What follows belongs to an exercise in optimizing a design on an open flow for small area and a short achievable clock period; a production flow would make more cautious choices.
In this exercise RTL edits were held to simulation tests only and were not proved equivalent to the original.

Setup of the reference run:
Design fft_butterfly_r2, start of the top module:
module fft_butterfly_r2 (
    input  wire        clk,
    input  wire        rst,
    input  wire        in_valid,
    input  wire        inverse,
    input  wire [31:0] a_re,
    input  wire [31:0] a_im,
    input  wire [31:0] b_re,
    input  wire [31:0] b_im,
    input  wire [31:0] w_re,
    input  wire [31:0] w_im,
    output reg         out_valid,
    output reg  [31:0] x0_re,
    output reg  [31:0] x0_im,
    output reg  [31:0] x1_re,
    output reg  [31:0] x1_im
);
Size in the first run: roughly 330 I/O pins.
export LEC_CHECK = 0
export CAP_MARGIN = 10
export CORE_MARGIN = 2
export CORE_UTILIZATION = 60
export SETUP_SLACK_MARGIN = 2
export SLEW_MARGIN = 10
export SYNTH_HIERARCHICAL = 1
create_clock -name core_clock -period 80.0 [get_ports {clk}]
standard.sh (not shown) runs the stock make flow with config.mk's settings and CLKGATE_MAP_FILE= SYNTH_SCRIPT=/design/flow/synth_recipe.tcl, a recipe that flattens the netlist after the stock synthesis.
==> flow/flow/run.sh <==
#!/bin/bash
# Layout flow: the standard synthesis, then the standard layout
# steps (floorplan, place, cts, route, finish) with these settings changed:
#  - ports are buffered with buf_1 cells (repair upsizes them where the
#    timing needs it) instead of the resizer's default choice, a slow
#    delay cell;
#  - the clock tree clusters at most 15 flip-flops within 50 um under each
#    leaf buffer (clkbuf_8), and adds no dummy loads.
# Each step's full output goes to a log file of its own in this folder.
set -euo pipefail
SETUP_MARGIN=62.3
KNOBS=("SETUP_SLACK_MARGIN=$SETUP_MARGIN"
       "BUFFER_PORTS_ARGS=-buffer_cell sky130_fd_sc_hd__buf_1"
       "CTS_ARGS=-sink_clustering_enable -repair_clock_nets -sink_clustering_size 15 -sink_clustering_max_diameter 50 -sink_clustering_buffer sky130_fd_sc_hd__clkbuf_8 -dont_use_dummy_load")
bash standard.sh synth > synth.log 2>&1
bash standard.sh "${KNOBS[@]}" floorplan > floorplan.log 2>&1
bash standard.sh "${KNOBS[@]}" place > place.log 2>&1
bash standard.sh "${KNOBS[@]}" cts > cts.log 2>&1
bash standard.sh "${KNOBS[@]}" finish > finish.log 2>&1
The reference run completed end to end with timing, DRC and antenna clean.
Changes in the trial run relative to the reference run:
Settings: swapping 10 for 20 in CAP_MARGIN; swapping 10 for 20 in SLEW_MARGIN.
diff --git a/flow/flow/run.sh b/flow/flow/run.sh
--- a/flow/flow/run.sh
+++ b/flow/flow/run.sh
@@ -7,9 +7,9 @@
 #  - the clock tree clusters at most 15 flip-flops within 50 um under each
-#    leaf buffer (clkbuf_8), and adds no dummy loads.
+#    leaf buffer (clkbuf_8).
 # Each step's full output goes to a log file of its own in this folder.
 set -euo pipefail
-SETUP_MARGIN=62.3
+SETUP_MARGIN=62.6
 KNOBS=("SETUP_SLACK_MARGIN=$SETUP_MARGIN"
        "BUFFER_PORTS_ARGS=-buffer_cell sky130_fd_sc_hd__buf_1"
-       "CTS_ARGS=-sink_clustering_enable -repair_clock_nets -sink_clustering_size 15 -sink_clustering_max_diameter 50 -sink_clustering_buffer sky130_fd_sc_hd__clkbuf_8 -dont_use_dummy_load")
+       "CTS_ARGS=-sink_clustering_enable -repair_clock_nets -sink_clustering_size 15 -sink_clustering_max_diameter 50 -sink_clustering_buffer sky130_fd_sc_hd__clkbuf_8")
 bash standard.sh synth > synth.log 2>&1
Findings:
- Status: wire length of the first global-routing pass parity (the trial run, the reference run)
- From the reference run to the trial run, HPWL reported at the end of detailed placement did not move at all.
- Row relative slew slack: the trial run higher / the reference run lower
- On fill cell total of the finished layout: between the reference run and the trial run, it ends up lower for the trial run.
- For overall die width, the trial run and the reference run come out practically identical.
- From the reference run to the trial run the numbers moved as follows: ratio of cells with drive above 1 in the final layout increased by 0.50 points relative to the old numbers, share of cell area taken by flip-flops and latches closely matched the old numbers, number of global-route vias before repair closely matched the old numbers, final cell count increased by 70 relative to the old numbers.

---

## run A
fft_butterfly_r2, a different RTL version from the one above (not shown whole).
For scale: roughly 14000 cells after synthesis, ~110000 um^2 of cells after synthesis.
export LEC_CHECK = 0
export CAP_MARGIN = 5
export CORE_MARGIN = 2
export CORE_UTILIZATION = 63
export SETUP_SLACK_MARGIN = 2
export SLEW_MARGIN = 5
export SYNTH_HIERARCHICAL = 1
create_clock -name core_clock -period 80.0 [get_ports {clk}]
==> flow/flow/run.sh <==
#!/bin/bash
# Layout flow: the standard synthesis, then the standard layout
# steps (floorplan, place, cts, route, finish) with these settings changed:
#  - ports are buffered with buf_1 cells (repair upsizes them where the
#    timing needs it) instead of the resizer's default choice, a slow
#    delay cell;
#  - the clock tree clusters at most 15 flip-flops within 50 um under each
#    leaf buffer (clkbuf_8), and adds no dummy loads.
# Each step's full output goes to a log file of its own in this folder.
set -euo pipefail
SETUP_MARGIN=62.35
KNOBS=("SETUP_SLACK_MARGIN=$SETUP_MARGIN"
       "BUFFER_PORTS_ARGS=-buffer_cell sky130_fd_sc_hd__buf_1"
       "CTS_ARGS=-sink_clustering_enable -repair_clock_nets -sink_clustering_size 15 -sink_clustering_max_diameter 50 -sink_clustering_buffer sky130_fd_sc_hd__clkbuf_8 -dont_use_dummy_load")
bash standard.sh synth > synth.log 2>&1
bash standard.sh "${KNOBS[@]}" floorplan > floorplan.log 2>&1
bash standard.sh "${KNOBS[@]}" place > place.log 2>&1
bash standard.sh "${KNOBS[@]}" cts > cts.log 2>&1
bash standard.sh "${KNOBS[@]}" finish > finish.log 2>&1
For run B, these inputs were changed with respect to run A:
- CORE_UTILIZATION now 60, was 63
-- flow/flow/run.sh --
<<< run A, line 9
# Each step's full output goes to a log file of its own in this folder.
set -euo pipefail
SETUP_MARGIN=62.35
KNOBS=("SETUP_SLACK_MARGIN=$SETUP_MARGIN"
       "BUFFER_PORTS_ARGS=-buffer_cell sky130_fd_sc_hd__buf_1"
>>> run B, line 9
# Each step's full output goes to a log file of its own in this folder.
set -euo pipefail
SETUP_MARGIN=62.3
KNOBS=("SETUP_SLACK_MARGIN=$SETUP_MARGIN"
       "BUFFER_PORTS_ARGS=-buffer_cell sky130_fd_sc_hd__buf_1"
Via count essentially unchanged between run A and run B. Setup fix buffers added after clock tree synthesis ended up 3 lower on run B than on run A. Lower width of the chip was reported by run A, not run B. Summary: hold slack, run B worse than run A. Diff run B..run A | portion of the clock cycle consumed by the worst path in the final layout | negligible. Peak clock frequency supported by timing: run A vs run B — no meaningful difference. Any difference in design area between run B and run A is small enough to ignore. Of the two values seen for source of the critical timing path, x1_im[23] was produced by run A and x1_im[28] by run B. Run B — final routed wire length divided by cell count 0.96% higher, run A as reference. Half-perimeter wire length after placement grows by a few percent when moving from run A to run B. The post-route met1 wirelength number comes out lower for run A vs run B.
## Diff of input files: run C against run B
- swapping 60 for 62 in CORE_UTILIZATION
-- flow/flow/run.sh --
<<< run B, line 9
# Each step's full output goes to a log file of its own in this folder.
set -euo pipefail
SETUP_MARGIN=62.3
KNOBS=("SETUP_SLACK_MARGIN=$SETUP_MARGIN"
       "BUFFER_PORTS_ARGS=-buffer_cell sky130_fd_sc_hd__buf_1"
>>> run C, line 9
# Each step's full output goes to a log file of its own in this folder.
set -euo pipefail
SETUP_MARGIN=62.45
KNOBS=("SETUP_SLACK_MARGIN=$SETUP_MARGIN"
       "BUFFER_PORTS_ARGS=-buffer_cell sky130_fd_sc_hd__buf_1"
Findings:
In summary, run C completed successfully, with a layout that passed the timing, DRC and antenna checks.
As far as number of non-clock inverters is concerned, run B and run C perform about the same.
Run C ended with more non-clock buffer count than run B.
Register-to-register slack (lower): run B
Run B -> run C: post-detailed-route wirelength per cell decreased slightly
Maximum number of pins on one net before global-route repair is lower on run C
Diff run B..run C | maximum frequency | negligible
Re global-route usage: run B and run C aren't equal, and the higher value belongs to run C.
Route | run C vs run B | wire shorter in run C

---

Starting RTL as in the previous note.
Settings: LEC_CHECK=0, CAP_MARGIN=5, CORE_MARGIN=2, CORE_UTILIZATION=60, SETUP_SLACK_MARGIN=2, SLEW_MARGIN=5, SYNTH_HIERARCHICAL=1; clock period 80.0 ns.
==> flow/flow/run.sh <==
#!/bin/bash
# Layout flow: the standard synthesis, then the standard layout
# steps (floorplan, place, cts, route, finish) with these settings changed:
#  - ports are buffered with buf_1 cells (repair upsizes them where the
#    timing needs it) instead of the resizer's default choice, a slow
#    delay cell;
#  - the clock tree clusters at most 15 flip-flops within 50 um under each
#    leaf buffer (clkbuf_8), and adds no dummy loads.
# Each step's full output goes to a log file of its own in this folder.
set -euo pipefail
SETUP_MARGIN=62.45
KNOBS=("SETUP_SLACK_MARGIN=$SETUP_MARGIN"
       "BUFFER_PORTS_ARGS=-buffer_cell sky130_fd_sc_hd__buf_1"
       "CTS_ARGS=-sink_clustering_enable -repair_clock_nets -sink_clustering_size 15 -sink_clustering_max_diameter 50 -sink_clustering_buffer sky130_fd_sc_hd__clkbuf_8 -dont_use_dummy_load")
bash standard.sh synth > synth.log 2>&1
bash standard.sh "${KNOBS[@]}" floorplan > floorplan.log 2>&1
bash standard.sh "${KNOBS[@]}" place > place.log 2>&1
bash standard.sh "${KNOBS[@]}" cts > cts.log 2>&1
bash standard.sh "${KNOBS[@]}" finish > finish.log 2>&1
Next try:
--- a/flow/flow/run.sh
+++ b/flow/flow/run.sh
@@ -2,6 +2,8 @@
 # Layout flow: the standard synthesis, then the standard layout
-# steps (floorplan, place, cts, route, finish) with these settings changed:
-#  - ports are buffered with buf_1 cells (repair upsizes them where the
-#    timing needs it) instead of the resizer's default choice, a slow
-#    delay cell;
+# steps (floorplan, place, cts, route, finish) with these changes:
+#  - ports are buffered with buf_1 cells instead of the resizer's default
+#    choice, a slow delay cell;
+#  - before detailed placement, the output port buffers and the
+#    flip-flops that drive them are upsized to drive strength 2
+#    (flow/size_outputs.tcl);
 #  - the clock tree clusters at most 15 flip-flops within 50 um under each
@@ -14,4 +16,9 @@
        "CTS_ARGS=-sink_clustering_enable -repair_clock_nets -sink_clustering_size 15 -sink_clustering_max_diameter 50 -sink_clustering_buffer sky130_fd_sc_hd__clkbuf_8 -dont_use_dummy_load")
+RES="$PWD/orfs/results/$FLOW_PLATFORM/fft_butterfly_r2/base"
 bash standard.sh synth > synth.log 2>&1
 bash standard.sh "${KNOBS[@]}" floorplan > floorplan.log 2>&1
+bash standard.sh "${KNOBS[@]}" "$RES/3_4_place_resized.odb" > place_gp.log 2>&1
+SIZE_LIB="$FLOW_HOME/platforms/$FLOW_PLATFORM/lib/sky130_fd_sc_hd__tt_025C_1v80.lib" \
+SIZE_ODB="$RES/3_4_place_resized.odb" \
+    openroad -no_init -exit flow/size_outputs.tcl > size_outputs.log 2>&1
 bash standard.sh "${KNOBS[@]}" place > place.log 2>&1
==> flow/flow/size_outputs.tcl (new file) <==
# Upsize the flip-flops that drive output ports, and the output port
# buffers, from drive strength 1 to 2 (cell types unchanged). Runs on the
# placement before detailed placement, which then legalizes it.
read_liberty $::env(SIZE_LIB)
read_db $::env(SIZE_ODB)
set nbuf 0
set nff 0
foreach port [get_ports -filter "direction==output"] {
  set net [get_nets [get_full_name $port]]
  foreach pin [get_pins -of_objects $net -filter "direction==output"] {
    set inst [get_cells -of_objects $pin]
    if {[get_property $inst ref_name] eq "sky130_fd_sc_hd__buf_1"} {
      replace_cell $inst sky130_fd_sc_hd__buf_2
      incr nbuf
    }
    foreach ipin [get_pins -of_objects $inst -filter "direction==input"] {
      set inet [get_nets -of_objects $ipin]
      foreach dpin [get_pins -of_objects $inet -filter "direction==output"] {
        set ff [get_cells -of_objects $dpin]
        if {[get_property $ff ref_name] eq "sky130_fd_sc_hd__dfxtp_1"} {
          replace_cell $ff sky130_fd_sc_hd__dfxtp_2
          incr nff
        }
      }
    }
  }
}
puts "resized $nbuf output buffers and $nff flip-flops"
write_db $::env(SIZE_ODB)
After rerunning:
- clock skew is about the same
- clock-buffer cell count drops by 1
- utilization climbs by 0.16 points
- global-route usage drops by 0.14 points
- via count hardly moves
- worst setup slack gains 0.058 ns
- final cell count hardly moves
Next try:
==> flow/flow/run.sh (replaced) <==
#!/bin/bash
# Layout flow: the standard synthesis, then the standard layout
# steps (floorplan, place, cts, route, finish) with these settings changed:
#  - ports are buffered with buf_1 cells (repair upsizes them where the
#    timing needs it) instead of the resizer's default choice, a slow
#    delay cell;
#  - the clock tree clusters at most 15 flip-flops within 50 um under each
#    leaf buffer (clkbuf_8), and adds no dummy loads.
# Each step's full output goes to a log file of its own in this folder.
set -euo pipefail
SETUP_MARGIN=62.45
KNOBS=("SETUP_SLACK_MARGIN=$SETUP_MARGIN"
       "BUFFER_PORTS_ARGS=-buffer_cell sky130_fd_sc_hd__buf_1"
       "CTS_ARGS=-sink_clustering_enable -repair_clock_nets -sink_clustering_size 15 -sink_clustering_max_diameter 50 -sink_clustering_buffer sky130_fd_sc_hd__clkbuf_8 -dont_use_dummy_load")
bash standard.sh synth > synth.log 2>&1
bash standard.sh "${KNOBS[@]}" floorplan > floorplan.log 2>&1
bash standard.sh "${KNOBS[@]}" place > place.log 2>&1
bash standard.sh "${KNOBS[@]}" cts > cts.log 2>&1
bash standard.sh "${KNOBS[@]}" finish > finish.log 2>&1
--- a/flow/config.mk
+++ b/flow/config.mk
@@ -9,3 +9,3 @@
 export CORE_MARGIN = 2
-export CORE_UTILIZATION = 60
+export CORE_UTILIZATION = 63
 export SETUP_SLACK_MARGIN = 2
removed: flow/flow/size_outputs.tcl
Result:
- cell area went down by 0.61%
- core utilization went up by 2.9 points
- die area fell by 4.7%
- cell count drops by 1.0%
- via count is about the same
- synthesized area is unchanged
- wire length decreases by 1.7%

-- static timing again, ports no longer ideal --
How much do the figures lean on ideal ports? The routed layouts below were timed once more, with nothing changed but the port constraints. Step 1, drivers: a clkbuf_16 drives clk and a buf_2 each remaining input, both assumed. Step 2 also shifts input and output timing later by t, the mid clock arrival at the registers, as if the neighbouring blocks saw the same clock. Three values: no drivers, after step 1, after step 2; two values: the first two.
run	t (ns)	slack for setup (ns)	hold WS [ns]
the reference run	0.769	62.762 / 62.658 / 63.322	0.318 / 0.318 / 0.318
the trial run	0.812	62.700 / 62.597 / 63.409	0.331 / 0.331 / 0.331
run A	0.764	62.738 / 62.632 / 63.279	0.271 / 0.271 / 0.271
run B	0.775	62.730 / 62.632 / 63.198	0.267 / 0.267 / 0.267
run C	0.776	62.728 / 62.629 / 63.238	0.284 / 0.284 / 0.284
the first run of note 3	0.776	62.733 / 62.634 / 63.410	0.269 / 0.269 / 0.269
the second run of note 3	0.782	62.791 / 62.694 / 63.357	0.265 / 0.265 / 0.265
the third run of note 3	0.764	62.740 / 62.634 / 63.303	0.270 / 0.270 / 0.270
After both steps setup and hold are still met in every run listed.
